Source: an optimization exercise on an open RTL-to-GDS flow (aim: small area). Production flows keep margins and buffers that such runs may drop.
Function was checked by simulation only, so behaviour that the tests miss may differ from the original.
Power and IR drop assume default switching activity.

`design/flow/run.sh`:
```
#!/bin/bash
# synth_recipe.tcl (not shown) runs the flow's synth.tcl, then flattens the netlist and writes it again
# the make line also repeats each setting of config.mk as NAME=value (left out here)
make -C /OpenROAD-flow-scripts/flow DESIGN_CONFIG=/design/flow/config.mk WORK_HOME=/design/flow/orfs CLKGATE_MAP_FILE= SYNTH_SCRIPT=/design/flow/synth_recipe.tcl finish
```
`design/flow/config.mk`:
```
export PLATFORM = sky130hd
export DESIGN_NAME = ipass_rpmseq
export DESIGN_NICKNAME = ipass_rpmseq
export VERILOG_FILES = /design/flow/design.v
export SDC_FILE = /design/flow/constraint.sdc
export NUM_CORES = 4
export LEC_CHECK = 0
export ABC_AREA = 1
export CAP_MARGIN = 20
export CORE_MARGIN = 2
export CORE_UTILIZATION = 40
export PLACE_DENSITY = 0.6
export SLEW_MARGIN = 20
```
`design/flow/constraint.sdc`:
```
create_clock -name core_clock -period 5.0 [get_ports {clk}]
set_input_delay 1.0000 -clock core_clock [delete_from_list [all_inputs] [get_ports {clk}]]
set_output_delay 1.0000 -clock core_clock [all_outputs]
set_load 0.01 [all_outputs]
```
`design/flow/design.v`:
```
module ipass_rpmseq #(
    parameter integer T_SETTLE = 100    
) (
    input  wire        clk,
    input  wire        rst,             
    input  wire [6:0]  cfg_dev_addr,    
    input  wire        cmd_valid,
    output wire        cmd_ready,
    input  wire [31:0] cmd_word,
    output wire        rsp_valid,
    input  wire        rsp_ready,
    output wire [1:0]  rsp_status,
    output wire [15:0] rsp_data,
    output wire        bt_req_valid,
    input  wire        bt_req_ready,
    output wire        bt_req_rw,
    output wire [6:0]  bt_req_addr,
    output wire [1:0]  bt_req_len,
    output wire [15:0] bt_req_wdata,
    input  wire        bt_rsp_valid,
    input  wire        bt_rsp_ok,
    input  wire [7:0]  bt_rsp_rdata,
    output wire [7:0]  port_wdata,
    output wire [1:0]  port_write,
    output wire [1:0]  port_flush,
    output wire        busy
);
    localparam [2:0] S_IDLE  = 3'd0;
    localparam [2:0] S_STEP  = 3'd1;
    localparam [2:0] S_REQ   = 3'd2;
    localparam [2:0] S_WAIT  = 3'd3;
    localparam [2:0] S_SHIFT = 3'd4;
    localparam [2:0] S_RESP  = 3'd5;
    reg [2:0]  state;
    reg [6:0]  dev_addr;
    reg [23:0] r;               
    reg [6:0]  cnt;             
    reg        bo;              
    reg [1:0]  st;              
    reg [2:0]  idx0, idx1;
    reg        unit, dir, done;
    reg        rw;              
    reg        wr;              
    reg [1:0]  pr;              
    wire [3:0] op = cmd_word[31:28];
    reg illegal;
    always @(*) begin
        case (op)
            4'h1, 4'h2, 4'h3:
                illegal = (cmd_word[27:24] != 4'd0) || (cmd_word[15:0] != 16'd0);
            4'h4:
                illegal = (cmd_word[27:24] != 4'd0) || (cmd_word[15:8] != 8'd0);
            4'h8:
                illegal = cmd_word[25] || cmd_word[27];
            4'h9:
                illegal = (cmd_word[25:0] != 26'd0) || cmd_word[27];
            default:
                illegal = 1'b1;
        endcase
    end
    function [3:0] rom;
        input [2:0] k;
        case (k)
            3'd0: rom = 4'h1;
            3'd1: rom = 4'h3;
            3'd2: rom = 4'h2;
            3'd3: rom = 4'h6;
            3'd4: rom = 4'h4;
            3'd5: rom = 4'hC;
            3'd6: rom = 4'h8;
            default: rom = 4'h9;
        endcase
    endfunction
    wire in_step  = (state == S_STEP);
    wire in_shift = (state == S_SHIFT);
    wire clr      = in_step ? done : (!rw || (st != 2'd0));
    wire c_lt24   = (cnt[6:5] == 2'b00) && !(cnt[4] && cnt[3]);
    wire sh_last  = (cnt[2:0] == 3'b111) &&
                    (clr ? (cnt[4:3] == 2'b10) : (pr != 2'd0) ? (cnt[4:3] == 2'b00)
                                                             : (cnt[4:3] == 2'b01));
    wire sh       = (in_step && c_lt24) || in_shift;
    wire y        = in_step && !done && (cnt[6:1] == 6'd0);    
    wire bo_in    = bo && (cnt != 7'd0);
    wire x        = r[0];
    wire sin      = !clr && (x ^ y ^ bo_in);
    wire bo_nx    = (!x && (y || bo_in)) || (y && bo_in);
    wire c126     = (cnt[6:1] == 6'b111111);
    wire ev_write = in_step && !done && c126 && !cnt[0];
    wire ev_flush = in_step && !done && c126 &&  cnt[0];
    wire [1:0] move     = bo ? (r[1:0] - 2'd1) : 2'd3;
    wire [2:0] cur_idx  = unit ? idx1 : idx0;
    wire [2:0] next_idx = dir ? (cur_idx - {1'b0, move}) : (cur_idx + {1'b0, move});
    wire [3:0] pattern  = rom(next_idx);
    wire answer = (state == S_WAIT) && bt_rsp_valid;
    assign cmd_ready    = (state == S_IDLE) && !rst;
    assign busy         = (state != S_IDLE) && !rst;
    assign rsp_valid    = (state == S_RESP) && !rst;
    assign rsp_status   = st;
    assign rsp_data     = {r[23:16], r[7:0]};
    assign bt_req_valid = (state == S_REQ) && !rst;
    assign bt_req_rw    = rw;
    assign bt_req_addr  = dev_addr;
    assign bt_req_len   = (wr && !rw) ? 2'd2 : 2'd1;
    assign bt_req_wdata = {r[23:16], r[7:0]};
    assign port_wdata   = {pattern, pattern};
    assign port_write   = (ev_write && !rst) ? (unit ? 2'b10 : 2'b01) : 2'b00;
    assign port_flush   = (ev_flush && !rst) ? (unit ? 2'b10 : 2'b01) : 2'b00;
    always @(posedge clk) begin
        if (state == S_IDLE)
            r <= cmd_word[23:0];
        else if (sh)
            r <= {sin, r[23:1]};
        else if (answer && bt_rsp_ok && rw)
            r[23:16] <= bt_rsp_rdata;
    end
    always @(posedge clk) begin
        cnt <= ((state == S_IDLE) || answer) ? 7'd0 : cnt + 7'd1;
        if (sh) bo <= bo_nx;
    end
    always @(posedge clk) begin
        if (rst) begin
            state    <= S_IDLE;
            dev_addr <= cfg_dev_addr;
            idx0     <= 3'd0;
            idx1     <= 3'd0;
        end else begin
            case (state)
                S_IDLE: begin
                    unit <= cmd_word[26];
                    dir  <= cmd_word[24];
                    done <= 1'b0;
                    rw   <= 1'b0;
                    wr   <= op[2];
                    pr   <= {op[1] & op[0], op[1] & !op[0]};
                    st   <= illegal ? 2'd2 : 2'd0;
                    if (cmd_valid)
                        state <= illegal ? S_SHIFT : op[3] ? S_STEP : S_REQ;
                end
                S_STEP: begin
                    if (ev_write) begin
                        if (unit) idx1 <= next_idx;
                        else      idx0 <= next_idx;
                    end
                    if (ev_flush && bo)
                        done <= 1'b1;
                    if (done && c126 && !cnt[0])
                        state <= S_RESP;
                end
                S_REQ: begin
                    if (bt_req_ready)
                        state <= S_WAIT;
                end
                S_WAIT: begin
                    if (bt_rsp_valid) begin
                        if (!bt_rsp_ok) st <= 2'd1;
                        state <= S_SHIFT;
                    end
                end
                S_SHIFT: begin
                    if (sh_last) begin
                        if (st == 2'd0 && pr != 2'd0) begin
                            pr    <= pr - 2'd1;
                            rw    <= 1'b1;
                            state <= S_REQ;
                        end else begin
                            state <= S_RESP;
                        end
                    end
                end
                S_RESP: begin
                    if (rsp_ready)
                        state <= S_IDLE;
                end
                default: state <= S_IDLE;
            endcase
        end
    end
endmodule
```
==> results of run 1 <==
## worst max-delay path by stage
stage	startpoint	endpoint	slack (ns)	cells past startpoint
after global routing	r[0]	port_wdata[6]	0.41	11
after floorplan	r[0]	port_wdata[6]	1.55	11
after global placement	rst	port_flush[0]	1.18	5
after CTS	r[0]	port_wdata[2]	0.73	11
after detailed placement	r[0]	port_wdata[2]	1.09	11
final	r[0]	port_wdata[6]	0.78	11
## state kept, by name, indices dropped and copies added (netlist names), 2 cells and up
name / flops
dev_addr: 7
idx0: 3
st: 2
idx1: 3
r: 24
state: 3
cnt: 7
pr: 2
## tightest hold or removal path: cells and delay by family, from the launching register on
family	cells	cell delay (ns)
buffers and inverters	1	0.05
DFF	1	0.30
AOI/OAI and AO/OA	1	0.05
## power breakdown
group / total (mW) / switching (mW) / leakage [nW] / internal (mW)
logic: 1.42 / 0.777 / 1.20 / 0.640
clock network: 0.415 / 0.179 / 0.0993 / 0.235
registers: 0.884 / 0.122 / 0.541 / 0.762
## cell usage after synthesis, types with 2 or more instances
cell type                  instances  area share
sky130_fd_sc_hd__nand2_2           3      0.0056
sky130_fd_sc_hd__inv_2             4      0.0045
sky130_fd_sc_hd__nor4_1            4      0.0075
sky130_fd_sc_hd__edfxtp_1         41        0.37
sky130_fd_sc_hd__a31oi_1           9       0.017
sky130_fd_sc_hd__o21ai_0          19       0.028
sky130_fd_sc_hd__dfxtp_1          16       0.096
sky130_fd_sc_hd__nor3_1            7       0.010
sky130_fd_sc_hd__o21a_1            2      0.0045
sky130_fd_sc_hd__a21oi_1          18       0.027
sky130_fd_sc_hd__nand2_1          95        0.11
sky130_fd_sc_hd__nand3_1          14       0.021
sky130_fd_sc_hd__mux2i_1           2      0.0060
sky130_fd_sc_hd__fa_1              2       0.012
sky130_fd_sc_hd__ha_1              6       0.022
sky130_fd_sc_hd__nand3_2           2      0.0060
sky130_fd_sc_hd__nor3_2            2      0.0060
sky130_fd_sc_hd__clkbuf_1          4      0.0045
sky130_fd_sc_hd__nor2_4            2      0.0067
sky130_fd_sc_hd__inv_1            38       0.043
sky130_fd_sc_hd__nor2_1           55       0.062
sky130_fd_sc_hd__nand4_1           3      0.0056
sky130_fd_sc_hd__buf_4            36       0.081
sky130_fd_sc_hd__buf_2             2      0.0030
sky130_fd_sc_hd__o21ai_1           3      0.0045
sky130_fd_sc_hd__xor2_1            2      0.0052
## cell families after synthesis
logic type	after synthesis
multiplexers	2
AO/OA/AOI/OAI	54
AND/OR/NAND/NOR	194
adder cells (fa/ha/maj)	8
buffers and inverters	85
XOR/XNOR	3
flip-flops	57
## cell type report
type / instances / area, sq um / area share
flip-flops and latches: 57 / 1550 / 0.344
multi-input cells: 261 / 1330 / 0.295
repair buffers: 115 / 1150 / 0.254
clock buffers: 14 / 184 / 0.0408
inverters: 42 / 158 / 0.0350
well taps: 105 / 131 / 0.0291
clock inverters: 2 / 8.76 / 0.00194
## routing by layer
| layer | vias up | share of wire | GRT usage |
|---|---|---|---|
| li1 | 1459 | - | - |
| met1 | 1355 | 0.46 | 0.243 |
| met2 | 91 | 0.48 | 0.325 |
| met3 | 11 | 0.056 | 0.0372 |
| met4 | 0 | 0.013 | 0.0571 |
| met5 | - | 0 | 0 |
==> impl_results.html, run 1 <==
<table>
<tr><th>Metric</th><th>Value</th></tr>
<tr><th colspan="2">Clock network</th></tr>
<tr><td>CTS Buf Count</td><td>9</td></tr>
<tr><td>Clock tree from TritonCTS</td><td>done</td></tr>
<tr><td>Post-CTS Hold Fix Bufs</td><td>0</td></tr>
<tr><td>Number of gates given a new drive strength after cts</td><td>0</td></tr>
<tr><td>Clock edge transition at the registers on the reported setup and hold paths</td><td>0.07 ns</td></tr>
<tr><td>Clock latency on the worst-skew pair</td><td>0.33 ns</td></tr>
<tr><td>H-Tree Level Count</td><td>3</td></tr>
<tr><td>Post-CTS Setup Inserts</td><td>0</td></tr>
<tr><td>Buffer type at the clock tree root</td><td>sky130_fd_sc_hd__clkbuf_8</td></tr>
<tr><td>Max Root-Sink Buffers</td><td>2</td></tr>
<tr><td>Sink count of the clock tree</td><td>57</td></tr>
<tr><th colspan="2">STA</th></tr>
<tr><td>Transition time at the pin with the least slew margin</td><td>~0.72 ns</td></tr>
<tr><td>Final worst slack</td><td>0.778 ns</td></tr>
<tr><td>Count of endpoints failing setup in the final report</td><td>0</td></tr>
<tr><td>Count of pins over their slew limit</td><td>0</td></tr>
<tr><td>Clock skew after layout</td><td>0.00799 ns</td></tr>
<tr><td>Hold WS</td><td>0.449 ns</td></tr>
<tr><td>Final Hold Fails</td><td>0</td></tr>
<tr><td>Max Freq</td><td>237 MHz</td></tr>
<tr><td>Post-route setup TNS</td><td>0 ns</td></tr>
<tr><td>Setup repair after global routing missed its margin</td><td>no</td></tr>
<tr><td>Post-route minimum period</td><td>4.22 ns</td></tr>
<tr><td>Final worst path period share</td><td>0.844</td></tr>
<tr><td>Max-slew headroom at the worst pin</td><td>0.520</td></tr>
<tr><th colspan="2">Setup path</th></tr>
<tr><td>Critical path cell sequence</td><td>o21ai_0 &gt; a21oi_1 &gt; ha_1 &gt; nor2_1 &gt; a21oi_1 &gt; fa_1 &gt; inv_1 &gt; xor2_1 &gt; inv_1 &gt; o21ai_0 &gt; clkdlybuf4s50_1</td></tr>
<tr><td>R2r startpoint</td><td>state[0]</td></tr>
<tr><td>CP Buf/Inv Count</td><td>3</td></tr>
<tr><td>Terminus of the critical flop-to-flop path</td><td>r[22]</td></tr>
<tr><td>Worst Setup Path Type</td><td>reg2out</td></tr>
<tr><td>Cell depth of the worst flop-to-flop path</td><td>6</td></tr>
<tr><td>CP Max Fanout</td><td>6</td></tr>
<tr><td>Critical path's largest stage delay</td><td>0.58 ns</td></tr>
<tr><td>Startpoint type of the worst setup path</td><td>register</td></tr>
<tr><td>Critical Path Slowest Stage Cell</td><td>sky130_fd_sc_hd__clkdlybuf4s50_1</td></tr>
<tr><td>R2R Setup Slk</td><td>2.57 ns</td></tr>
<tr><td>Kind of cell with the highest combined delay on the critical path</td><td>buffers and inverters</td></tr>
<tr><td>Kind of capture point of the worst setup path</td><td>output pin</td></tr>
<tr><td>Critical path required time</td><td>4.00 ns</td></tr>
<tr><td>Critical Path AT</td><td>3.22 ns</td></tr>
<tr><th colspan="2">Die</th></tr>
<tr><td>Die area</td><td>9100 sq um</td></tr>
<tr><td>Die boundary width</td><td>95.4 microns</td></tr>
<tr><td># rows</td><td>33</td></tr>
<tr><td>Height of the die</td><td>95.4 microns</td></tr>
<tr><td>Initial core utilization</td><td>0.411</td></tr>
<tr><td>Number of I/O pins</td><td>114</td></tr>
<tr><td>Placeable Area</td><td>8130 sq um</td></tr>
<tr><th colspan="2">Logic synthesis</th></tr>
<tr><td>Compound-cell area share of the yosys netlist</td><td>0.0880</td></tr>
<tr><td>Synthesis warning total</td><td>1</td></tr>
<tr><td>Fraction of the mapped netlist area in adder cells</td><td>0.0345</td></tr>
<tr><td>Mux share of post-synthesis cell area</td><td>0.00599</td></tr>
<tr><td>Number of unique standard cell types used by synthesis</td><td>38</td></tr>
<tr><td>Gate count after technology mapping</td><td>403</td></tr>
<tr><td>Proportion of register bits with asynchronous set or reset after synthesis</td><td>0</td></tr>
<tr><td>Post-Syn Area per Cell</td><td>8.29 sq um</td></tr>
<tr><td>Flip-flop and latch count after synthesis</td><td>57</td></tr>
<tr><td>Primary FF master, synth</td><td>sky130_fd_sc_hd__edfxtp_1</td></tr>
<tr><td>Combinational family with the most area after synthesis</td><td>simple AND/OR/NAND/NOR gates</td></tr>
<tr><td>Synthesized area</td><td>around 3300 sq um</td></tr>
<tr><td>Count of flip-flops with a built-in enable after synthesis</td><td>a little over 40</td></tr>
<tr><td>Share of the synthesized netlist area taken by xor and xnor gates</td><td>0.00787</td></tr>
<tr><td>Synthesized Nets</td><td>roughly 470</td></tr>
<tr><td>Area fraction in and, or, nand and nor cells after synthesis</td><td>0.262</td></tr>
<tr><td>Share of the yosys chip area belonging to registers</td><td>0.465</td></tr>
<tr><th colspan="2">Placed design</th></tr>
<tr><td>Count of buffers from port buffering</td><td>113</td></tr>
<tr><td>Number of cells in the design after placement</td><td>580</td></tr>
<tr><td>Post-detailed-placement half-perimeter wirelength</td><td>6360 microns</td></tr>
<tr><td>Post-place setup slack</td><td>1.09 ns</td></tr>
<tr><td>Area after detailed placement</td><td>4320 sq um</td></tr>
<tr><td>Weighted congestion at the end of routability-driven global placement</td><td>0.860</td></tr>
<tr><th colspan="2">Finish</th></tr>
<tr><td>Area delta synth-&gt;final</td><td>35.1%</td></tr>
<tr><td>Most used cells in the layout excluding fill and tap cells</td><td>sky130_fd_sc_hd__clkdlybuf4s50_1 (113), sky130_fd_sc_hd__nand2_1 (95), sky130_fd_sc_hd__nor2_1 (55)</td></tr>
<tr><td>Fillcell total</td><td>810</td></tr>
<tr><td>Cell area after layout</td><td>4510 sq um</td></tr>
<tr><td>Finished Core Util</td><td>0.555</td></tr>
<tr><td>Layout cells sized above 1</td><td>0.0713</td></tr>
<tr><td>Antenna Diode Count</td><td>0</td></tr>
<tr><td>Most common cell after layout, fill and taps aside</td><td>sky130_fd_sc_hd__clkdlybuf4s50_1</td></tr>
<tr><td>Cell Count, Final, Fillers Out</td><td>just under 600</td></tr>
<tr><td>Final net count</td><td>548</td></tr>
<tr><th colspan="2">Worst hold path</th></tr>
<tr><td>Hold Crit Endpoint</td><td>idx0[2]</td></tr>
<tr><td>Min-delay worst type</td><td>reg2reg</td></tr>
<tr><td>Beginning of the worst hold path</td><td>idx0[2]</td></tr>
<tr><td>Hold Path Cell Cnt</td><td>2</td></tr>
<tr><th colspan="2">Route</th></tr>
<tr><td>DR vias</td><td>2,916</td></tr>
<tr><td>Final wirelength</td><td>8180 microns</td></tr>
<tr><td>Vias per cell</td><td>4.89</td></tr>
<tr><td>Count of nets left with antenna violations after detail routing</td><td>0</td></tr>
<tr><td>Detailed-router iteration count before antenna repair</td><td>4</td></tr>
<tr><td>Number of violations reported at the end of detailed-routing iteration 0</td><td>just over 80</td></tr>
<tr><td>Final routed wire length divided by cell count</td><td>13.7 microns</td></tr>
<tr><td>DRC violation count after routing</td><td>0</td></tr>
<tr><th colspan="2">Pwr</th></tr>
<tr><td>Peak supply drop</td><td>0.000238 V</td></tr>
<tr><td>Power per cell area</td><td>roughly 600 nW/um^2</td></tr>
<tr><td>Overall Power</td><td>2.72 mW</td></tr>
<tr><td>Leak</td><td>1.84 nW</td></tr>
<tr><th colspan="2">Global routing</th></tr>
<tr><td>Global router's overall resource usage</td><td>0.190</td></tr>
<tr><td>Largest net degree at the start of global routing</td><td>44</td></tr>
<tr><td>Final global-route overflow total</td><td>0</td></tr>
<tr><td>Antenna violations before repair</td><td>0</td></tr>
<tr><td>Global-route wire length before repair</td><td>approximately 13,000 microns</td></tr>
<tr><td>Vias in the first global route</td><td>2,844</td></tr>
<tr><th colspan="2">Flow run</th></tr>
<tr><td>Maxcap violations</td><td>0</td></tr>
<tr><th colspan="2">Outcome</th></tr>
<tr><td>Outcome</td><td>timing/DRC/antenna clean</td></tr>
</table>
==> run 2: changes to the inputs <==
--- a/design/flow/config.mk
+++ b/design/flow/config.mk
@@ -9,5 +9,6 @@
 export CAP_MARGIN = 20
 export CORE_MARGIN = 2
 export CORE_UTILIZATION = 40
+export CTS_BUF_LIST = sky130_fd_sc_hd__clkbuf_2 sky130_fd_sc_hd__clkbuf_4
 export PLACE_DENSITY = 0.6
 export SLEW_MARGIN = 20
==> run 2 against run 1 <==
  * Critical endpoint unchanged
  * Clock power fell by about 20%
  * Largest power group unchanged
  * Sequential power barely moved
  * Highest routed layer unchanged
  * Non-clock buffer count did not move
==> impl_results.html, run 2 <==
<table>
<tr><th>Metric</th><th>Value</th></tr>
<tr><th colspan="2">Clock network</th></tr>
<tr><td>Post-CTS Hold Fix Bufs</td><td>0 (unchanged)</td></tr>
<tr><td>Max Root-Sink Buffers</td><td>2 (unchanged)</td></tr>
<tr><td>H-Tree Level Count</td><td>3 (unchanged)</td></tr>
<tr><td>Clock latency on the worst-skew pair</td><td>0.40 ns (+0.07 ns)</td></tr>
<tr><td>Clock edge transition at the registers on the reported setup and hold paths</td><td>0.10 ns (+0.03 ns)</td></tr>
<tr><td>Sink count of the clock tree</td><td>57 (unchanged)</td></tr>
<tr><td>CTS Buf Count</td><td>9 (unchanged)</td></tr>
<tr><td>Number of gates given a new drive strength after cts</td><td>0 (unchanged)</td></tr>
<tr><td>Clock tree from TritonCTS</td><td>done</td></tr>
<tr><td>Post-CTS Setup Inserts</td><td>0 (unchanged)</td></tr>
<tr><td>Buffer type at the clock tree root</td><td>sky130_fd_sc_hd__clkbuf_4</td></tr>
<tr><th colspan="2">STA</th></tr>
<tr><td>Final worst path period share</td><td>0.860 (+0.0158)</td></tr>
<tr><td>Max-slew headroom at the worst pin</td><td>0.521 (+0.00160)</td></tr>
<tr><td>Max Freq</td><td>232 MHz (-1.8%)</td></tr>
<tr><td>Clock skew after layout</td><td>0.0156 ns (+0.00758 ns)</td></tr>
<tr><td>Count of pins over their slew limit</td><td>0 (unchanged)</td></tr>
<tr><td>Setup repair after global routing missed its margin</td><td>no</td></tr>
<tr><td>Transition time at the pin with the least slew margin</td><td>0.716 ns (-0.00239 ns)</td></tr>
<tr><td>Post-route setup TNS</td><td>0 ns (unchanged)</td></tr>
<tr><td>Count of endpoints failing setup in the final report</td><td>0 (unchanged)</td></tr>
<tr><td>Post-route minimum period</td><td>4.30 ns (+0.0791 ns)</td></tr>
<tr><td>Final Hold Fails</td><td>0 (unchanged)</td></tr>
<tr><th colspan="2">Logic synthesis</th></tr>
<tr><td>Synthesized Nets</td><td>465 (unchanged)</td></tr>
<tr><td>Number of unique standard cell types used by synthesis</td><td>38 (unchanged)</td></tr>
<tr><td>Leading area contributor after synthesis</td><td>sky130_fd_sc_hd__edfxtp_1</td></tr>
<tr><td>Gate count after technology mapping</td><td>403 (unchanged)</td></tr>
<tr><td>Fraction of post-synthesis cell area in the top cell type by area</td><td>0.369 (unchanged)</td></tr>
<tr><td>Most instantiated cells after synthesis</td><td>sky130_fd_sc_hd__nand2_1 (95), sky130_fd_sc_hd__nor2_1 (55), sky130_fd_sc_hd__edfxtp_1 (41), sky130_fd_sc_hd__inv_1 (38), sky130_fd_sc_hd__buf_4 (36)</td></tr>
<tr><td>Synthesis warning total</td><td>1 (unchanged)</td></tr>
<tr><td>Post-Syn Area per Cell</td><td>8.29 sq um (unchanged)</td></tr>
<tr><td>Flip-flop and latch count after synthesis</td><td>57 (unchanged)</td></tr>
<tr><td>Area contributors post-synth</td><td>sky130_fd_sc_hd__edfxtp_1 (37%), sky130_fd_sc_hd__nand2_1 (11%), sky130_fd_sc_hd__dfxtp_1 (9.6%), sky130_fd_sc_hd__buf_4 (8.1%), sky130_fd_sc_hd__nor2_1 (6.2%)</td></tr>
<tr><td>Share of the yosys chip area belonging to registers</td><td>0.465 (unchanged)</td></tr>
<tr><td>Top-count cell post-synth</td><td>sky130_fd_sc_hd__nand2_1</td></tr>
<tr><td>Synthesized area</td><td>3340 sq um (unchanged)</td></tr>
<tr><td>Proportion of register bits with asynchronous set or reset after synthesis</td><td>0 (unchanged)</td></tr>
<tr><td>Primary FF master, synth</td><td>sky130_fd_sc_hd__edfxtp_1</td></tr>
<tr><td>Count of flip-flops with a built-in enable after synthesis</td><td>41 (unchanged)</td></tr>
<tr><th colspan="2">Setup path</th></tr>
<tr><td>Kind of capture point of the worst setup path</td><td>output pin</td></tr>
<tr><td>Critical path required time</td><td>4.00 ns (about the same)</td></tr>
<tr><td>Critical path cell sequence</td><td>o21ai_0 &gt; a21oi_1 &gt; ha_1 &gt; nor2_1 &gt; a21oi_1 &gt; fa_1 &gt; inv_1 &gt; xor2_1 &gt; inv_1 &gt; o21ai_0 &gt; clkdlybuf4s50_1</td></tr>
<tr><td>Critical path's largest stage delay</td><td>0.58 ns (about the same)</td></tr>
<tr><td>Critical Path Slowest Stage Cell</td><td>sky130_fd_sc_hd__clkdlybuf4s50_1</td></tr>
<tr><td>R2R Setup Slk</td><td>2.56 ns (about the same)</td></tr>
<tr><td>CP Max Fanout</td><td>6 (unchanged)</td></tr>
<tr><td>Worst Setup Path Type</td><td>reg2out</td></tr>
<tr><td>Critical Path AT</td><td>3.30 ns (+0.08 ns)</td></tr>
<tr><td>Startpoint type of the worst setup path</td><td>register</td></tr>
<tr><th colspan="2">Route</th></tr>
<tr><td>Final wirelength</td><td>8170 microns (-0.16%)</td></tr>
<tr><td>Met1 wire length</td><td>3720 microns (-0.35%)</td></tr>
<tr><td>Detailed-router iteration count before antenna repair</td><td>6 (+2)</td></tr>
<tr><td>Number of violations reported at the end of detailed-routing iteration 0</td><td>91 (+9.6%)</td></tr>
<tr><td>Count of nets left with antenna violations after detail routing</td><td>0 (unchanged)</td></tr>
<tr><td>Final routed wire length divided by cell count</td><td>13.7 microns (-0.16%)</td></tr>
<tr><td>Met2 WL</td><td>3880 microns (-0.21%)</td></tr>
<tr><td>Highest metal layer with signal wires</td><td>met4</td></tr>
<tr><td>Length of routed met3 wiring</td><td>478 microns (+4.8%)</td></tr>
<tr><td>Vias per cell</td><td>4.87 (-0.48%)</td></tr>
<tr><td>DRC violation count after routing</td><td>0 (unchanged)</td></tr>
<tr><td>DR vias</td><td>2,902 (-0.48%)</td></tr>
<tr><th colspan="2">Die</th></tr>
<tr><td>Die boundary width</td><td>95.4 microns (unchanged)</td></tr>
<tr><td>Height of the die</td><td>95.4 microns (unchanged)</td></tr>
<tr><td>Number of I/O pins</td><td>114 (unchanged)</td></tr>
<tr><td>Die area</td><td>9100 sq um (unchanged)</td></tr>
<tr><td>Placeable Area</td><td>8130 sq um (unchanged)</td></tr>
<tr><td># rows</td><td>33 (unchanged)</td></tr>
<tr><td>Initial core utilization</td><td>0.411 (unchanged)</td></tr>
<tr><th colspan="2">Finish</th></tr>
<tr><td>Finished Core Util</td><td>0.547 (-0.00784)</td></tr>
<tr><td>Registers with the most flip-flops</td><td>r: 24 flops, cnt: 7 flops, dev_addr: 7 flops</td></tr>
<tr><td>Layout cells sized above 1</td><td>0.0713 (unchanged)</td></tr>
<tr><td>Area delta synth-&gt;final</td><td>33.2%</td></tr>
<tr><td>Largest reg by FF count</td><td>r</td></tr>
<tr><td>Max reg flops</td><td>24 (unchanged)</td></tr>
<tr><td>Most used cells in the layout excluding fill and tap cells</td><td>sky130_fd_sc_hd__clkdlybuf4s50_1 (113), sky130_fd_sc_hd__nand2_1 (95), sky130_fd_sc_hd__nor2_1 (55)</td></tr>
<tr><td>Antenna Diode Count</td><td>0 (unchanged)</td></tr>
<tr><td>Final net count</td><td>548 (unchanged)</td></tr>
<tr><td>Most common cell after layout, fill and taps aside</td><td>sky130_fd_sc_hd__clkdlybuf4s50_1</td></tr>
<tr><th colspan="2">Global routing</th></tr>
<tr><td>Global-route wire length before repair</td><td>13,200 microns (-0.26%)</td></tr>
<tr><td>Largest net degree at the start of global routing</td><td>44 (unchanged)</td></tr>
<tr><td>Antenna violations before repair</td><td>0 (unchanged)</td></tr>
<tr><td>Global router's overall resource usage</td><td>0.191 (+0.000838)</td></tr>
<tr><td>Final global-route overflow total</td><td>0 (unchanged)</td></tr>
<tr><td>Vias in the first global route</td><td>2,829 (-0.53%)</td></tr>
<tr><th colspan="2">Worst hold path</th></tr>
<tr><td>Min-delay worst type</td><td>reg2reg</td></tr>
<tr><th colspan="2">Placed design</th></tr>
<tr><td>Post-detailed-placement half-perimeter wirelength</td><td>6360 microns (unchanged)</td></tr>
<tr><td>Count of buffers from port buffering</td><td>113 (unchanged)</td></tr>
<tr><td>Weighted congestion at the end of routability-driven global placement</td><td>0.860 (unchanged)</td></tr>
<tr><th colspan="2">Flow run</th></tr>
<tr><td>Maxcap violations</td><td>0 (unchanged)</td></tr>
<tr><th colspan="2">Outcome</th></tr>
<tr><td>Outcome</td><td>timing/DRC/antenna clean</td></tr>
<tr><th colspan="2">Pwr</th></tr>
<tr><td>Overall Power</td><td>2.63 mW (-3.2%)</td></tr>
<tr><td>Leak</td><td>1.81 nW (-1.4%)</td></tr>
<tr><td>Power per cell area</td><td>591 nW/um^2 (-1.8%)</td></tr>
<tr><td>Peak supply drop</td><td>0.000241 V (+1.3%)</td></tr>
</table>
-- run 2: cell counts after synthesis --
No cell type changed its count.
-- run 2: layer usage --
metal | global-route usage | vias up
met2 | 0.323 | 91
met1 | 0.243 | 1342
met5 | 0 | -
met3 | 0.0348 | 7
li1 | - | 1462
met4 | 0.0714 | 0
-- run 2: cell type report --
cell class              instances  area [sq um]
flip-flops and latches         57          1550
clock buffers                  11          82.6
multi-input cells             261          1330
well taps                     105           131
inverters                      42           158
clock inverters                 5          46.3
fillers                       812          3690
repair buffers                115          1150
-- run 2: cell families (layout without fill, tap and decap cells) --
| family | count (synthesis) | after routing | synth area share |
|---|---|---|---|
| AOI/OAI and AO/OA | 54 | 54 | 0.0880 |
| xor gates and xnor gates | 3 | 3 | 0.00787 |
| adders and majority gates | 8 | 8 | 0.0345 |
| buffers and inverters | 85 | 173 | 0.137 |
| DFF | 57 | 57 | 0.465 |
| muxes | 2 | 2 | 0.00599 |
| and+or+nand+nor | 194 | 194 | 0.262 |
-- run 2: report_power, final --
group	leakage (nW)	switching, mW	internal, mW
registers	0.541	0.122	0.760
logic	1.20	0.776	0.640
clock network	0.0734	0.171	0.158
-- run 2: critical path, delay by kind of cell, from the launching register on --
family                   cells  cell delay [ns]
XOR/XNOR                     1             0.30
AND/OR/NAND/NOR              1             0.09
AO/OA/AOI/OAI                4             0.55
flip-flops                   1             0.50
buffers and inverters        3             0.79
adder cells (fa/ha/maj)      2             0.69
-- run 2: per-stage QoR --
step	instances	cell area, sq um	hold slack, ns	setup slack (ns)
finish	596	4450	0.454	0.698
global route	596	4450	0.494	0.332
CTS	596	4450	0.460	0.657
detailed placement	580	4320	0.444	1.09
global placement	580	4320	0.453	1.18
floorplan	403	3340	0.424	1.55
-- run 2: path summary, 6_finish.rpt --
kind,start,to,cells after the start
setup / recovery,r[0],port_wdata[6],11
hold / removal,idx0[2],idx0[2],2
setup reg to reg,state[0],r[22],6
hold reg to reg,idx0[2],idx0[2],2
==> run 3: changes to the inputs <==
--- a/design/flow/design.v
+++ b/design/flow/design.v
@@ -38,26 +38,22 @@
     reg        bo;              
     reg [1:0]  st;              
     reg [2:0]  idx0, idx1;
-    reg        unit, dir, done;
-    reg        rw;              
-    reg        wr;              
-    reg [1:0]  pr;              
+    reg        fa, fb, fr, ph;
+    wire       unit = fa, dir = fb, done = ph, rw = ph, wr = fa;
     wire [3:0] op = cmd_word[31:28];
-    reg illegal;
-    always @(*) begin
-        case (op)
-            4'h1, 4'h2, 4'h3:
-                illegal = (cmd_word[27:24] != 4'd0) || (cmd_word[15:0] != 16'd0);
-            4'h4:
-                illegal = (cmd_word[27:24] != 4'd0) || (cmd_word[15:8] != 8'd0);
-            4'h8:
-                illegal = cmd_word[25] || cmd_word[27];
-            4'h9:
-                illegal = (cmd_word[25:0] != 26'd0) || cmd_word[27];
-            default:
-                illegal = 1'b1;
-        endcase
-    end
+    wire z70   = (cmd_word[7:0] == 8'd0);
+    wire z158  = (cmd_word[15:8] == 8'd0);
+    wire z2316 = (cmd_word[23:16] == 8'd0);
+    wire op_b  = !op[3] && !op[2] && (op[1] || op[0]);      
+    wire op_w  = (op == 4'h4);
+    wire op_s  = (op == 4'h8);
+    wire op_e  = (op == 4'h9);
+    wire legal = !cmd_word[27] && !cmd_word[25] &&
+                 (op_s ||
+                  (!cmd_word[24] && z158 &&
+                   ((op_e && z2316 && z70) ||
+                    (!cmd_word[26] && (op_w || (op_b && z70))))));
+    wire illegal = !legal;
     function [3:0] rom;
         input [2:0] k;
         case (k)
@@ -76,7 +72,7 @@
     wire clr      = in_step ? done : (!rw || (st != 2'd0));
     wire c_lt24   = (cnt[6:5] == 2'b00) && !(cnt[4] && cnt[3]);
     wire sh_last  = (cnt[2:0] == 3'b111) &&
-                    (clr ? (cnt[4:3] == 2'b10) : (pr != 2'd0) ? (cnt[4:3] == 2'b00)
+                    (clr ? (cnt[4:3] == 2'b10) : fr ? (cnt[4:3] == 2'b00)
                                                              : (cnt[4:3] == 2'b01));
     wire sh       = (in_step && c_lt24) || in_shift;
     wire y        = in_step && !done && (cnt[6:1] == 6'd0);    
@@ -126,12 +122,10 @@
         end else begin
             case (state)
                 S_IDLE: begin
-                    unit <= cmd_word[26];
-                    dir  <= cmd_word[24];
-                    done <= 1'b0;
-                    rw   <= 1'b0;
-                    wr   <= op[2];
-                    pr   <= {op[1] & op[0], op[1] & !op[0]};
+                    fa   <= cmd_word[26] | cmd_word[30];
+                    fb   <= cmd_word[24] | cmd_word[28];
+                    fr   <= cmd_word[29];
+                    ph   <= 1'b0;
                     st   <= illegal ? 2'd2 : 2'd0;
                     if (cmd_valid)
                         state <= illegal ? S_SHIFT : op[3] ? S_STEP : S_REQ;
@@ -142,7 +136,7 @@
                         else      idx0 <= next_idx;
                     end
                     if (ev_flush && bo)
-                        done <= 1'b1;
+                        ph <= 1'b1;
                     if (done && c126 && !cnt[0])
                         state <= S_RESP;
                 end
@@ -158,9 +152,10 @@
                 end
                 S_SHIFT: begin
                     if (sh_last) begin
-                        if (st == 2'd0 && pr != 2'd0) begin
-                            pr    <= pr - 2'd1;
-                            rw    <= 1'b1;
+                        if (st == 2'd0 && fr) begin
+                            fr    <= fb;
+                            fb    <= 1'b0;
+                            ph    <= 1'b1;
                             state <= S_REQ;
                         end else begin
                             state <= S_RESP;
==> design/flow/flow/run.sh (new file) <==
#!/bin/bash
# Layout: the standard ORFS flow (standard.sh) with three changes:
#  1. after the standard synthesis, the combinational cells are mapped again
#     with Yosys/ABC for area (flow/remap.abc); every flip-flop instance of
#     the standard synthesis is kept as it is (same names, same cells). The
#     new netlist is used only if Yosys proves it equivalent to the standard
#     one; otherwise the standard netlist is kept;
#  2. each port is buffered by sky130_fd_sc_hd__buf_1;
#  3. CTS uses clkbuf_4/clkbuf_8 in clusters of at most 10 sinks, with no
#     dummy loads.
# Each tool's output goes to a log file in this folder.
set -euo pipefail
here=$(pwd)
res=$here/orfs/results/$FLOW_PLATFORM/ipass_rpmseq/base
vars=(BUFFER_PORTS_ARGS="-buffer_cell sky130_fd_sc_hd__buf_1"
      CTS_ARGS="-sink_clustering_enable -repair_clock_nets -buf_list {sky130_fd_sc_hd__clkbuf_4 sky130_fd_sc_hd__clkbuf_8} -sink_clustering_size 10 -dont_use_dummy_load")

bash standard.sh "${vars[@]}" synth > log_1_synth.log 2>&1

# re-map the combinational logic of the standard synthesis
lib=$FLOW_HOME/platforms/$FLOW_PLATFORM/lib/sky130_fd_sc_hd__tt_025C_1v80.lib
du=$(sed -n '/DONT_USE_CELLS += /,/^$/p' $FLOW_HOME/platforms/$FLOW_PLATFORM/config.mk \
     | grep -o 'sky130_fd_sc_hd__[a-z0-9_]*' | sed 's/^/-dont_use /' | tr '\n' ' ')
yosys=$FLOW_HOME/../tools/install/yosys/bin/yosys
[ -x "$yosys" ] || yosys=$(command -v yosys)
cp $res/1_2_yosys.v $here/std_1_2_yosys.v
cat > $here/remap.ys <<EOY
read_liberty -ignore_miss_func $lib
blackbox sky130_fd_sc_hd__df* sky130_fd_sc_hd__edf* sky130_fd_sc_hd__sdf* sky130_fd_sc_hd__sedf* sky130_fd_sc_hd__dl*
read_verilog $here/std_1_2_yosys.v
hierarchy -top $FLOW_TOP
flatten
opt -full
abc -liberty $lib $du -script $here/flow/remap.abc
opt_clean -purge
hilomap -singleton -hicell sky130_fd_sc_hd__conb_1 HI -locell sky130_fd_sc_hd__conb_1 LO
splitnets
opt_clean -purge
insbuf -buf sky130_fd_sc_hd__buf_4 A X
stat -liberty $lib
write_verilog -noattr -nohex -nodec $here/remap_1_2_yosys.v
EOY
cat > $here/remap_check.ys <<EOY
read_liberty -lib $lib
read_verilog $here/remap_1_2_yosys.v
hierarchy -top $FLOW_TOP
check -assert -mapped
design -reset
read_liberty -ignore_miss_func $lib
read_verilog $here/std_1_2_yosys.v
rename $FLOW_TOP gold
read_verilog $here/remap_1_2_yosys.v
rename $FLOW_TOP gate
hierarchy -check
flatten gold gate
rename -hide gold/w:_* gate/w:_*
opt_clean
equiv_make gold gate eq
hierarchy -top eq
equiv_simple -seq 2
equiv_induct
equiv_status -assert
EOY
if $yosys -s $here/remap.ys > log_2_remap.log 2>&1 &&
   $yosys -s $here/remap_check.ys > log_3_remap_check.log 2>&1; then
  cp $here/remap_1_2_yosys.v $res/1_2_yosys.v
  rm -f $res/1_synth.odb $res/1_synth.sdc
  echo "re-mapped netlist used" > remap_result.txt
else
  echo "re-mapping failed or not proven: standard netlist kept" > remap_result.txt
fi

bash standard.sh "${vars[@]}" finish > log_4_layout.log 2>&1
==> design/flow/flow/remap.abc (new file) <==
strash; dc2; strash; dch -f; map -a; mfs2; strash; dch -f; map -a; topo; dnsize
==> design/flow/standard.sh (new file) <==
#!/bin/bash
# synth_recipe.tcl (not shown) runs the flow's synth.tcl, then flattens the netlist and writes it again
# the make line also repeats each setting of config.mk as NAME=value (left out here)
make -C /OpenROAD-flow-scripts/flow DESIGN_CONFIG=/design/flow/config.mk WORK_HOME=/design/flow/orfs CLKGATE_MAP_FILE= SYNTH_SCRIPT=/design/flow/synth_recipe.tcl "${@:-finish}"
--- a/design/flow/config.mk
+++ b/design/flow/config.mk
@@ -9,6 +9,5 @@
 export CAP_MARGIN = 20
 export CORE_MARGIN = 2
 export CORE_UTILIZATION = 40
-export CTS_BUF_LIST = sky130_fd_sc_hd__clkbuf_2 sky130_fd_sc_hd__clkbuf_4
 export PLACE_DENSITY = 0.6
 export SLEW_MARGIN = 20
removed: design/flow/run.sh
==> run 3 against run 2 <==
  * Via count down 9.2%
  * Area after synthesis fell by 11%
  * Die area down 10%
  * Sequential power decreased by about 10%
  * Combinational power fell by 37%
  * Synthesized cell count decreased by 8.4%
  * Critical path depth shrank 1
  * Sequential share of layout area is 9.0 points higher
==> impl_results.html, run 3 <==
<table>
<tr><th>Metric</th><th>Value</th></tr>
<tr><th colspan="2">Die</th></tr>
<tr><td># rows</td><td>31 (-6.1%)</td></tr>
<tr><td>Die boundary width</td><td>90.4 microns (-5.2%)</td></tr>
<tr><td>Initial core utilization</td><td>0.412 (+0.00104)</td></tr>
<tr><td>Number of I/O pins</td><td>114 (unchanged)</td></tr>
<tr><td>Height of the die</td><td>90.4 microns (-5.2%)</td></tr>
<tr><td>Die area</td><td>8170 sq um (-10%)</td></tr>
<tr><td>Placeable Area</td><td>7250 sq um (-11%)</td></tr>
<tr><th colspan="2">STA</th></tr>
<tr><td>Transition time at the pin with the least slew margin</td><td>0.922 ns (+0.206 ns)</td></tr>
<tr><td>Clock skew after layout</td><td>0.0118 ns (-0.00381 ns)</td></tr>
<tr><td>Final worst path period share</td><td>0.667 (-0.193)</td></tr>
<tr><td>Setup repair after global routing missed its margin</td><td>no</td></tr>
<tr><td>Post-route setup TNS</td><td>0 ns (unchanged)</td></tr>
<tr><td>Max-slew headroom at the worst pin</td><td>0.385 (-0.136)</td></tr>
<tr><td>Count of pins over their slew limit</td><td>0 (unchanged)</td></tr>
<tr><td>Count of endpoints failing setup in the final report</td><td>0 (unchanged)</td></tr>
<tr><td>Max Freq</td><td>300 MHz (+29%)</td></tr>
<tr><td>Final Hold Fails</td><td>0 (unchanged)</td></tr>
<tr><td>Post-route minimum period</td><td>3.33 ns (-0.967 ns)</td></tr>
<tr><th colspan="2">Finish</th></tr>
<tr><td>Fillcell total</td><td>786 (-3.2%)</td></tr>
<tr><td>Cell area after layout</td><td>3330 sq um (-25%)</td></tr>
<tr><td>Largest reg by FF count</td><td>r</td></tr>
<tr><td>Layout cells sized above 1</td><td>0.0178 (-0.0535)</td></tr>
<tr><td>Most used cells in the layout excluding fill and tap cells</td><td>sky130_fd_sc_hd__buf_1 (113), sky130_fd_sc_hd__nand2_1 (93), sky130_fd_sc_hd__nor2_1 (46)</td></tr>
<tr><td>Final net count</td><td>506 (-7.7%)</td></tr>
<tr><td>Registers with the most flip-flops</td><td>r: 24 flops, cnt: 7 flops, dev_addr: 7 flops</td></tr>
<tr><td>Area delta synth-&gt;final</td><td>11.4%</td></tr>
<tr><td>Antenna Diode Count</td><td>0 (unchanged)</td></tr>
<tr><td>Most common cell after layout, fill and taps aside</td><td>sky130_fd_sc_hd__buf_1</td></tr>
<tr><td>Max reg flops</td><td>24 (unchanged)</td></tr>
<tr><th colspan="2">Clock network</th></tr>
<tr><td>Sink count of the clock tree</td><td>54 (-5.3%)</td></tr>
<tr><td>CTS Buf Count</td><td>5 (-4)</td></tr>
<tr><td>H-Tree Level Count</td><td>2 (-1)</td></tr>
<tr><td>Buffer type at the clock tree root</td><td>sky130_fd_sc_hd__clkbuf_8</td></tr>
<tr><td>Clock edge transition at the registers on the reported setup and hold paths</td><td>0.09 ns (about the same)</td></tr>
<tr><td>Clock latency on the worst-skew pair</td><td>0.30 ns (-0.10 ns)</td></tr>
<tr><td>Clock tree from TritonCTS</td><td>done</td></tr>
<tr><td>Max Root-Sink Buffers</td><td>2 (unchanged)</td></tr>
<tr><td>Number of gates given a new drive strength after cts</td><td>0 (unchanged)</td></tr>
<tr><td>Post-CTS Hold Fix Bufs</td><td>0 (unchanged)</td></tr>
<tr><td>Post-CTS Setup Inserts</td><td>0 (unchanged)</td></tr>
<tr><th colspan="2">Setup path</th></tr>
<tr><td>CP Max Fanout</td><td>6 (unchanged)</td></tr>
<tr><td>Critical path's largest stage delay</td><td>0.42 ns (-0.16 ns)</td></tr>
<tr><td>Top cell by count, worst path</td><td>sky130_fd_sc_hd__clkinv_1</td></tr>
<tr><td>Kind of capture point of the worst setup path</td><td>output pin</td></tr>
<tr><td>Critical path cell sequence</td><td>clkinv_1 &gt; nor2_1 &gt; clkinv_1 &gt; o21ai_0 &gt; xor2_1 &gt; o21ai_0 &gt; nand2_1 &gt; clkinv_1 &gt; nor2_1 &gt; buf_1</td></tr>
<tr><td>Critical Path AT</td><td>2.33 ns (-0.97 ns)</td></tr>
<tr><td>Worst Setup Path Type</td><td>reg2out</td></tr>
<tr><td>Critical path required time</td><td>4.00 ns (about the same)</td></tr>
<tr><td>Startpoint type of the worst setup path</td><td>register</td></tr>
<tr><td>Critical Path Slowest Stage Cell</td><td>sky130_fd_sc_hd__edfxtp_1</td></tr>
<tr><th colspan="2">Pwr</th></tr>
<tr><td>Logic pwr share</td><td>0.469 (-0.070)</td></tr>
<tr><td>Peak supply drop</td><td>0.000206 V (-14%)</td></tr>
<tr><td>Cell-internal power</td><td>1.06 mW (-32%)</td></tr>
<tr><td>Power share of the clock group</td><td>0.115 (-0.010)</td></tr>
<tr><td>Part of the total power dissipated in sequential elements</td><td>0.416 (+0.080)</td></tr>
<tr><td>Power per cell area</td><td>572 nW/um^2 (-3.2%)</td></tr>
<tr><td>Switching Power</td><td>847 uW (-21%)</td></tr>
<tr><td>Leak</td><td>1.21 nW (-33%)</td></tr>
<tr><td>Fraction of power spent switching nets</td><td>0.445 (+0.0384)</td></tr>
<tr><th colspan="2">Placed design</th></tr>
<tr><td>Count of buffers from port buffering</td><td>113 (unchanged)</td></tr>
<tr><td>Post-detailed-placement half-perimeter wirelength</td><td>5440 microns (-14%)</td></tr>
<tr><td>Area after detailed placement</td><td>3260 sq um (-25%)</td></tr>
<tr><td>Weighted congestion at the end of routability-driven global placement</td><td>0.872 (+1.4%)</td></tr>
<tr><th colspan="2">Route</th></tr>
<tr><td>Count of nets left with antenna violations after detail routing</td><td>0 (unchanged)</td></tr>
<tr><td>Number of violations reported at the end of detailed-routing iteration 0</td><td>88 (-3.3%)</td></tr>
<tr><td>DR vias</td><td>2,635 (-9.2%)</td></tr>
<tr><td>Final wirelength</td><td>6870 microns (-16%)</td></tr>
<tr><td>DRC violation count after routing</td><td>0 (unchanged)</td></tr>
<tr><td>Final routed wire length divided by cell count</td><td>12.5 microns (-8.8%)</td></tr>
<tr><td>Detailed-router iteration count before antenna repair</td><td>4 (-2)</td></tr>
<tr><td>Vias per cell</td><td>4.80 (-1.4%)</td></tr>
<tr><th colspan="2">Worst hold path</th></tr>
<tr><td>Min-delay worst type</td><td>reg2reg</td></tr>
<tr><th colspan="2">Global routing</th></tr>
<tr><td>Global-route wire length before repair</td><td>11,500 microns (-13%)</td></tr>
<tr><td>Largest net degree at the start of global routing</td><td>26 (-41%)</td></tr>
<tr><td>Global router's overall resource usage</td><td>0.172 (-0.0183)</td></tr>
<tr><td>Antenna violations before repair</td><td>0 (unchanged)</td></tr>
<tr><td>Final global-route overflow total</td><td>0 (unchanged)</td></tr>
<tr><td>Vias in the first global route</td><td>2,439 (-14%)</td></tr>
<tr><th colspan="2">Logic synthesis</th></tr>
<tr><td>Synthesis warning total</td><td>1 (unchanged)</td></tr>
<tr><td>Gate count after technology mapping</td><td>369 (-8.4%)</td></tr>
<tr><td>Synthesized area</td><td>2990 sq um (-11%)</td></tr>
<tr><td>Post-Syn Area per Cell</td><td>8.09 sq um (-2.4%)</td></tr>
<tr><td>Synthesized Nets</td><td>423 (-9.0%)</td></tr>
<tr><th colspan="2">Outcome</th></tr>
<tr><td>Outcome</td><td>timing/DRC/antenna clean</td></tr>
<tr><th colspan="2">Flow run</th></tr>
<tr><td>Maxcap violations</td><td>0 (unchanged)</td></tr>
</table>
==> run 3: path summary, 6_finish.rpt <==
check	from	endpoint	slack, ns	cells past startpoint
worst max register to register	state[0]	r[17]	2.22	8
worst max-delay path	r[0]	port_wdata[7]	1.67	10
worst min register to register	cnt[0]	cnt[0]	0.45	1
worst min-delay path	cnt[0]	cnt[0]	0.45	1
==> run 3: power by group through the flow <==
stage	Combinational, mW	Clock (mW)	Sequential [mW]
floorplan	0.819	0	0.776
global placement	0.896	0	0.799
detailed placement	0.911	0	0.801
CTS	0.910	0.224	0.794
global route	1.02	0.241	0.818
finish	0.892	0.218	0.792
==> run 3: critical path, delay by kind of cell (launching register included) <==
family / cells / cell delay, ns
buffers and inverters: 4 / 0.53
and+or+nand+nor: 3 / 0.55
xor gates and xnor gates: 1 / 0.22
DFF: 1 / 0.42
AOI/OAI and AO/OA: 2 / 0.31
==> run 3: final cells by class <==
class | instances | area (sq um) | share of cell area
flip-flops and latches | 54 | 1460 | 0.439
multi-input cells | 234 | 1080 | 0.325
clock buffers | 5 | 68.8 | 0.0207
inverters | 43 | 161 | 0.0485
repair buffers | 114 | 432 | 0.130
well taps | 99 | 124 | 0.0372
==> run 3: per-layer routing <==
| layer | global-route usage | part of all wire | vias to the layer above |
|---|---|---|---|
| met5 | 0 | 0 | - |
| met3 | 0.0434 | 0.072 | 6 |
| met4 | 0.0436 | 0.012 | 0 |
| met2 | 0.274 | 0.44 | 97 |
| met1 | 0.236 | 0.47 | 1156 |
| li1 | - | - | 1376 |
==> run 3: metrics by stage <==
stage / hold WS, ns / setup WS (ns) / power (mW) / util / std cells
floorplan: 0.417 / 1.53 / 1.60 / - / 369
global placement: 0.430 / 1.96 / 1.70 / 0.449 / 544
detailed placement: 0.433 / 1.94 / 1.71 / 0.449 / 544
CTS: 0.452 / 1.61 / 1.93 / 0.459 / 549
global route: 0.463 / 1.32 / 2.08 / 0.459 / 549
finish: 0.448 / 1.67 / 1.90 / 0.459 / 549
==> run 4: changes to the inputs <==
--- a/design/flow/design.v
+++ b/design/flow/design.v
@@ -26,17 +26,18 @@
     output wire        busy
 );
     localparam [2:0] S_IDLE  = 3'd0;
-    localparam [2:0] S_STEP  = 3'd1;
-    localparam [2:0] S_REQ   = 3'd2;
+    localparam [2:0] S_STEP  = 3'd6;
+    localparam [2:0] S_REQ   = 3'd1;
     localparam [2:0] S_WAIT  = 3'd3;
-    localparam [2:0] S_SHIFT = 3'd4;
-    localparam [2:0] S_RESP  = 3'd5;
+    localparam [2:0] S_SHIFT = 3'd4;    
+    localparam [2:0] S_SHF   = 3'd5;    
+    localparam [2:0] S_SHI   = 3'd7;    
+    localparam [2:0] S_RESP  = 3'd2;
     reg [2:0]  state;
     reg [6:0]  dev_addr;
     reg [23:0] r;               
     reg [6:0]  cnt;             
     reg        bo;              
-    reg [1:0]  st;              
     reg [2:0]  idx0, idx1;
     reg        fa, fb, fr, ph;
     wire       unit = fa, dir = fb, done = ph, rw = ph, wr = fa;
@@ -68,17 +69,19 @@
         endcase
     endfunction
     wire in_step  = (state == S_STEP);
-    wire in_shift = (state == S_SHIFT);
-    wire clr      = in_step ? done : (!rw || (st != 2'd0));
+    wire in_shift = (state == S_SHIFT) || (state == S_SHF) || (state == S_SHI);
+    wire clr      = in_step ? done : (!rw || (state != S_SHIFT));
+    wire st_bit   = (cnt[4:1] == 4'b0100) &&
+                    (cnt[0] ? (state == S_SHI) : (state == S_SHF));
     wire c_lt24   = (cnt[6:5] == 2'b00) && !(cnt[4] && cnt[3]);
     wire sh_last  = (cnt[2:0] == 3'b111) &&
                     (clr ? (cnt[4:3] == 2'b10) : fr ? (cnt[4:3] == 2'b00)
                                                              : (cnt[4:3] == 2'b01));
     wire sh       = (in_step && c_lt24) || in_shift;
-    wire y        = in_step && !done && (cnt[6:1] == 6'd0);    
-    wire bo_in    = bo && (cnt != 7'd0);
+    wire y        = in_step && !done && (cnt[4:1] == 4'd0);    
+    wire bo_in    = bo;
     wire x        = r[0];
-    wire sin      = !clr && (x ^ y ^ bo_in);
+    wire sin      = clr ? st_bit : (x ^ y ^ bo_in);
     wire bo_nx    = (!x && (y || bo_in)) || (y && bo_in);
     wire c126     = (cnt[6:1] == 6'b111111);
     wire ev_write = in_step && !done && c126 && !cnt[0];
@@ -91,7 +94,7 @@
     assign cmd_ready    = (state == S_IDLE) && !rst;
     assign busy         = (state != S_IDLE) && !rst;
     assign rsp_valid    = (state == S_RESP) && !rst;
-    assign rsp_status   = st;
+    assign rsp_status   = r[9:8];
     assign rsp_data     = {r[23:16], r[7:0]};
     assign bt_req_valid = (state == S_REQ) && !rst;
     assign bt_req_rw    = rw;
@@ -111,7 +114,8 @@
     end
     always @(posedge clk) begin
         cnt <= ((state == S_IDLE) || answer) ? 7'd0 : cnt + 7'd1;
-        if (sh) bo <= bo_nx;
+        if (state == S_IDLE) bo <= 1'b0;
+        else if (sh) bo <= bo_nx;
     end
     always @(posedge clk) begin
         if (rst) begin
@@ -126,9 +130,8 @@
                     fb   <= cmd_word[24] | cmd_word[28];
                     fr   <= cmd_word[29];
                     ph   <= 1'b0;
-                    st   <= illegal ? 2'd2 : 2'd0;
                     if (cmd_valid)
-                        state <= illegal ? S_SHIFT : op[3] ? S_STEP : S_REQ;
+                        state <= illegal ? S_SHI : op[3] ? S_STEP : S_REQ;
                 end
                 S_STEP: begin
                     if (ev_write) begin
@@ -146,13 +149,12 @@
                 end
                 S_WAIT: begin
                     if (bt_rsp_valid) begin
-                        if (!bt_rsp_ok) st <= 2'd1;
-                        state <= S_SHIFT;
+                        state <= bt_rsp_ok ? S_SHIFT : S_SHF;
                     end
                 end
-                S_SHIFT: begin
+                S_SHIFT, S_SHF, S_SHI: begin
                     if (sh_last) begin
-                        if (st == 2'd0 && fr) begin
+                        if (state == S_SHIFT && fr) begin
                             fr    <= fb;
                             fb    <= 1'b0;
                             ph    <= 1'b1;
@@ -166,7 +168,6 @@
                     if (rsp_ready)
                         state <= S_IDLE;
                 end
-                default: state <= S_IDLE;
             endcase
         end
     end
==> design/flow/flow/remap.abc (replaced) <==
strash; dc2; strash; &get -n; &deepsyn -T 30 -S 7; &put; dch -f; map -a; mfs2; strash; dch -f; map -a; topo; dnsize
==> run 4 against run 3 <==
  * Critical path type unchanged
  * Register-to-register slack got worse by 0.10 ns
  * Via count decreased by 2.8%
  * Clock skew increased by 0.0024 ns
  * Wire length decreased by 1.8%
  * Sequential share of layout area decreased by 0.93 points
  * Worst hold slack improved by 0.019 ns
  * Maximum frequency decreased by 12%
  * Combinational power decreased by 3.9%
  * Sequential cell count decreased by 2
  * Cell area decreased by 2.7%
  * Power decreased by 1.9%
  * Largest power group unchanged
  * Core utilization increased by 1.2 points
  * Largest cell class unchanged
==> impl_results.html, run 4 <==
<table>
<tr><th>Metric</th><th>Value</th></tr>
<tr><th colspan="2">Flow run</th></tr>
<tr><td>Maxcap violations</td><td>0 (unchanged)</td></tr>
<tr><th colspan="2">Setup path</th></tr>
<tr><td>Critical path launch point</td><td>r[0]</td></tr>
<tr><td>Top cell by count, worst path</td><td>sky130_fd_sc_hd__nand2_1</td></tr>
<tr><td>R2r startpoint</td><td>state[1]</td></tr>
<tr><td>Critical path cell sequence</td><td>nand2_1 &gt; nand2_1 &gt; xnor2_1 &gt; xor2_1 &gt; nand2_1 &gt; nand3_1 &gt; o21ai_0 &gt; nor2_1 &gt; xor2_1 &gt; o21ai_0 &gt; o21a_1 &gt; a21oi_1 &gt; buf_1</td></tr>
<tr><td>Worst Setup Path Type</td><td>reg2out</td></tr>
<tr><td>Critical path's largest stage delay</td><td>0.46 ns (+0.04 ns)</td></tr>
<tr><td>Critical Path AT</td><td>2.81 ns (+0.48 ns)</td></tr>
<tr><td>Startpoint type of the worst setup path</td><td>register</td></tr>
<tr><td>Critical path required time</td><td>4.00 ns (about the same)</td></tr>
<tr><td>Kind of capture point of the worst setup path</td><td>output pin</td></tr>
<tr><td>CP Max Fanout</td><td>5 (-1)</td></tr>
<tr><td>Critical Path Slowest Stage Cell</td><td>sky130_fd_sc_hd__edfxtp_1</td></tr>
<tr><th colspan="2">Pwr</th></tr>
<tr><td>Peak supply drop</td><td>0.000265 V (+28%)</td></tr>
<tr><td>Leak</td><td>1.14 nW (-6.0%)</td></tr>
<tr><td>Power per cell area</td><td>577 nW/um^2 (+0.89%)</td></tr>
<tr><th colspan="2">STA</th></tr>
<tr><td>Max-slew headroom at the worst pin</td><td>0.484 (+0.0989)</td></tr>
<tr><td>Final worst path period share</td><td>0.762 (+0.0952)</td></tr>
<tr><td>Max Freq</td><td>262 MHz (-12%)</td></tr>
<tr><td>Post-route setup TNS</td><td>0 ns (unchanged)</td></tr>
<tr><td>Clock skew after layout</td><td>0.0142 ns (+0.00243 ns)</td></tr>
<tr><td>Post-route minimum period</td><td>3.81 ns (+0.476 ns)</td></tr>
<tr><td>Count of endpoints failing setup in the final report</td><td>0 (unchanged)</td></tr>
<tr><td>Setup repair after global routing missed its margin</td><td>no</td></tr>
<tr><td>Count of pins over their slew limit</td><td>0 (unchanged)</td></tr>
<tr><td>Final Hold Fails</td><td>0 (unchanged)</td></tr>
<tr><td>Transition time at the pin with the least slew margin</td><td>0.771 ns (-0.151 ns)</td></tr>
<tr><th colspan="2">Finish</th></tr>
<tr><td>Final net count</td><td>496 (-2.0%)</td></tr>
<tr><td>Antenna Diode Count</td><td>0 (unchanged)</td></tr>
<tr><td>Registers with the most flip-flops</td><td>r: 24 flops, cnt: 7 flops, dev_addr: 7 flops</td></tr>
<tr><td>Most common cell after layout, fill and taps aside</td><td>sky130_fd_sc_hd__buf_1</td></tr>
<tr><td>Combined area of the multi-input logic cells</td><td>1020 sq um (-5.8%)</td></tr>
<tr><td>Max reg flops</td><td>24 (unchanged)</td></tr>
<tr><td>Most used cells in the layout excluding fill and tap cells</td><td>sky130_fd_sc_hd__buf_1 (113), sky130_fd_sc_hd__nand2_1 (66), sky130_fd_sc_hd__nor2_1 (56)</td></tr>
<tr><td>Fillcell total</td><td>712 (-9.4%)</td></tr>
<tr><td>Finished Core Util</td><td>0.471 (+0.0124)</td></tr>
<tr><td>Largest reg by FF count</td><td>r</td></tr>
<tr><td>Area of all sequential standard cells</td><td>1390 sq um (-4.8%)</td></tr>
<tr><td>Area delta synth-&gt;final</td><td>12.5%</td></tr>
<tr><td>Layout cells sized above 1</td><td>0.0227 (+0.00495)</td></tr>
<tr><th colspan="2">Die</th></tr>
<tr><td>Number of I/O pins</td><td>114 (unchanged)</td></tr>
<tr><td># rows</td><td>30 (-3.2%)</td></tr>
<tr><td>Height of the die</td><td>88.8 microns (-1.8%)</td></tr>
<tr><td>Initial core utilization</td><td>0.419 (+0.00699)</td></tr>
<tr><td>Die area</td><td>7880 sq um (-3.5%)</td></tr>
<tr><td>Placeable Area</td><td>6870 sq um (-5.3%)</td></tr>
<tr><td>Die boundary width</td><td>88.8 microns (-1.8%)</td></tr>
<tr><th colspan="2">Logic synthesis</th></tr>
<tr><td>Synthesis warning total</td><td>1 (unchanged)</td></tr>
<tr><td>Synthesized Nets</td><td>410 (-3.1%)</td></tr>
<tr><td>Post-Syn Area per Cell</td><td>8.08 sq um (-0.17%)</td></tr>
<tr><td>Gate count after technology mapping</td><td>356 (-3.5%)</td></tr>
<tr><td>Synthesized area</td><td>2880 sq um (-3.7%)</td></tr>
<tr><th colspan="2">Clock network</th></tr>
<tr><td>Clock latency on the worst-skew pair</td><td>0.30 ns (about the same)</td></tr>
<tr><td>Post-CTS Hold Fix Bufs</td><td>0 (unchanged)</td></tr>
<tr><td>CTS Buf Count</td><td>5 (unchanged)</td></tr>
<tr><td>H-Tree Level Count</td><td>2 (unchanged)</td></tr>
<tr><td>Clock tree from TritonCTS</td><td>done</td></tr>
<tr><td>Number of gates given a new drive strength after cts</td><td>0 (unchanged)</td></tr>
<tr><td>Buffer type at the clock tree root</td><td>sky130_fd_sc_hd__clkbuf_8</td></tr>
<tr><td>Max Root-Sink Buffers</td><td>2 (unchanged)</td></tr>
<tr><td>Clock edge transition at the registers on the reported setup and hold paths</td><td>0.08 ns (about the same)</td></tr>
<tr><td>Sink count of the clock tree</td><td>52 (-3.7%)</td></tr>
<tr><td>Post-CTS Setup Inserts</td><td>0 (unchanged)</td></tr>
<tr><th colspan="2">Global routing</th></tr>
<tr><td>Antenna violations before repair</td><td>0 (unchanged)</td></tr>
<tr><td>Global-route wire length before repair</td><td>10,600 microns (-7.8%)</td></tr>
<tr><td>Vias in the first global route</td><td>2,279 (-6.6%)</td></tr>
<tr><td>Global router's overall resource usage</td><td>0.174 (+0.00194)</td></tr>
<tr><td>Final global-route overflow total</td><td>0 (unchanged)</td></tr>
<tr><td>Largest net degree at the start of global routing</td><td>39 (+50%)</td></tr>
<tr><th colspan="2">Route</th></tr>
<tr><td>Count of nets left with antenna violations after detail routing</td><td>0 (unchanged)</td></tr>
<tr><td>Final routed wire length divided by cell count</td><td>12.6 microns (+0.62%)</td></tr>
<tr><td>Detailed-router iteration count before antenna repair</td><td>4 (unchanged)</td></tr>
<tr><td>Number of violations reported at the end of detailed-routing iteration 0</td><td>137 (+56%)</td></tr>
<tr><td>Final wirelength</td><td>6750 microns (-1.8%)</td></tr>
<tr><td>DRC violation count after routing</td><td>0 (unchanged)</td></tr>
<tr><td>DR vias</td><td>2,562 (-2.8%)</td></tr>
<tr><td>Vias per cell</td><td>4.78 (-0.41%)</td></tr>
<tr><th colspan="2">Outcome</th></tr>
<tr><td>Outcome</td><td>timing/DRC/antenna clean</td></tr>
<tr><th colspan="2">Placed design</th></tr>
<tr><td>Weighted congestion at the end of routability-driven global placement</td><td>0.890 (+2.0%)</td></tr>
<tr><td>Post-detailed-placement half-perimeter wirelength</td><td>5290 microns (-2.8%)</td></tr>
<tr><td>Count of buffers from port buffering</td><td>113 (unchanged)</td></tr>
<tr><th colspan="2">Worst hold path</th></tr>
<tr><td>Min-delay worst type</td><td>reg2reg</td></tr>
<tr><td>Beginning of the worst hold path</td><td>idx0[2]</td></tr>
</table>
==> run 4: metrics by stage <==
| step | instance area [sq um] | std cells | hold WS, ns | setup slack [ns] | power [mW] |
|---|---|---|---|---|---|
| after floorplan | 2880 | 356 | 0.428 | 1.36 | 1.55 |
| after global placement | 3170 | 531 | 0.447 | 1.67 | 1.66 |
| after detailed placement | 3170 | 531 | 0.446 | 1.53 | 1.67 |
| after CTS | 3240 | 536 | 0.467 | 1.18 | 1.89 |
| after global routing | 3240 | 536 | 0.482 | 0.941 | 2.03 |
| final | 3240 | 536 | 0.467 | 1.19 | 1.87 |
==> run 4: path summary, 6_finish.rpt <==
kind	end	slack (ns)	depth (start not counted)
min	idx0[2]	0.47	2
max reg2reg	r[23]	2.12	10
max	port_wdata[2]	1.19	13
min reg2reg	idx0[2]	0.47	2
==> run 4: critical path: cells and delay by family, from the launching register on <==
kind            cells  cell delay [ns]
compound gates      4             0.53
xor+xnor            3             0.72
buf+inv             1             0.18
flops               1             0.46
simple gates        5             0.61
==> run 4: area by class of cell <==
type                            count  share of cell area
Sequential cell                    52               0.430
Tap cell                           96              0.0371
Inverter                           49              0.0568
Timing Repair Buffer              117               0.140
Multi-Input combinational cell    217               0.314
Clock buffer                        5              0.0213
==> run 4: power breakdown <==
| part | internal, mW | switching (mW) |
|---|---|---|
| Clock | 0.0906 | 0.121 |
| Sequential | 0.684 | 0.114 |
| Combinational | 0.270 | 0.587 |
==> run 4: metal layers <==
metal,up-vias,track usage,wire (microns)
li1,1323,-,-
met1,1152,0.230,3120
met2,81,0.292,3210
met3,6,0.0345,355
met4,0,0.0468,68
met5,-,0,0

==> re-timing with driven ports <==
The results above use ideal ports. As a check the final layouts listed here were re-extracted and re-timed, cells and wires unchanged.
Step 1 assumes that a clkbuf_16 drives the clock port and a buf_2 every other input.
Step 2 times the ports against the registers' clock, not the clock port: input delays grow and output delays shrink by t, the midpoint of the rising clock arrivals with the driver on.
Slacks: no drivers / after step 1 / after step 2; pairs: no drivers / after step 1.
| run | t, ns | setup WS [ns] | worst setup path at the end | worst data-port slew with drivers (ns) | cell pins on the clock port's net |
|---|---|---|---|---|---|
| run 1 | 0.353 | 0.778 / 0.749 / 1.102 | register to output | 0.05 | 1 |
| run 2 | 0.420 | 0.698 / 0.669 / 1.089 | register to output | 0.05 | 1 |
| run 3 | 0.327 | 1.665 / 1.635 / 1.946 | input to output | 0.04 | 1 |
| run 4 | 0.317 | 1.190 / 1.161 / 1.478 | register to output | 0.05 | 1 |
After both steps setup and hold are still met in every run listed.
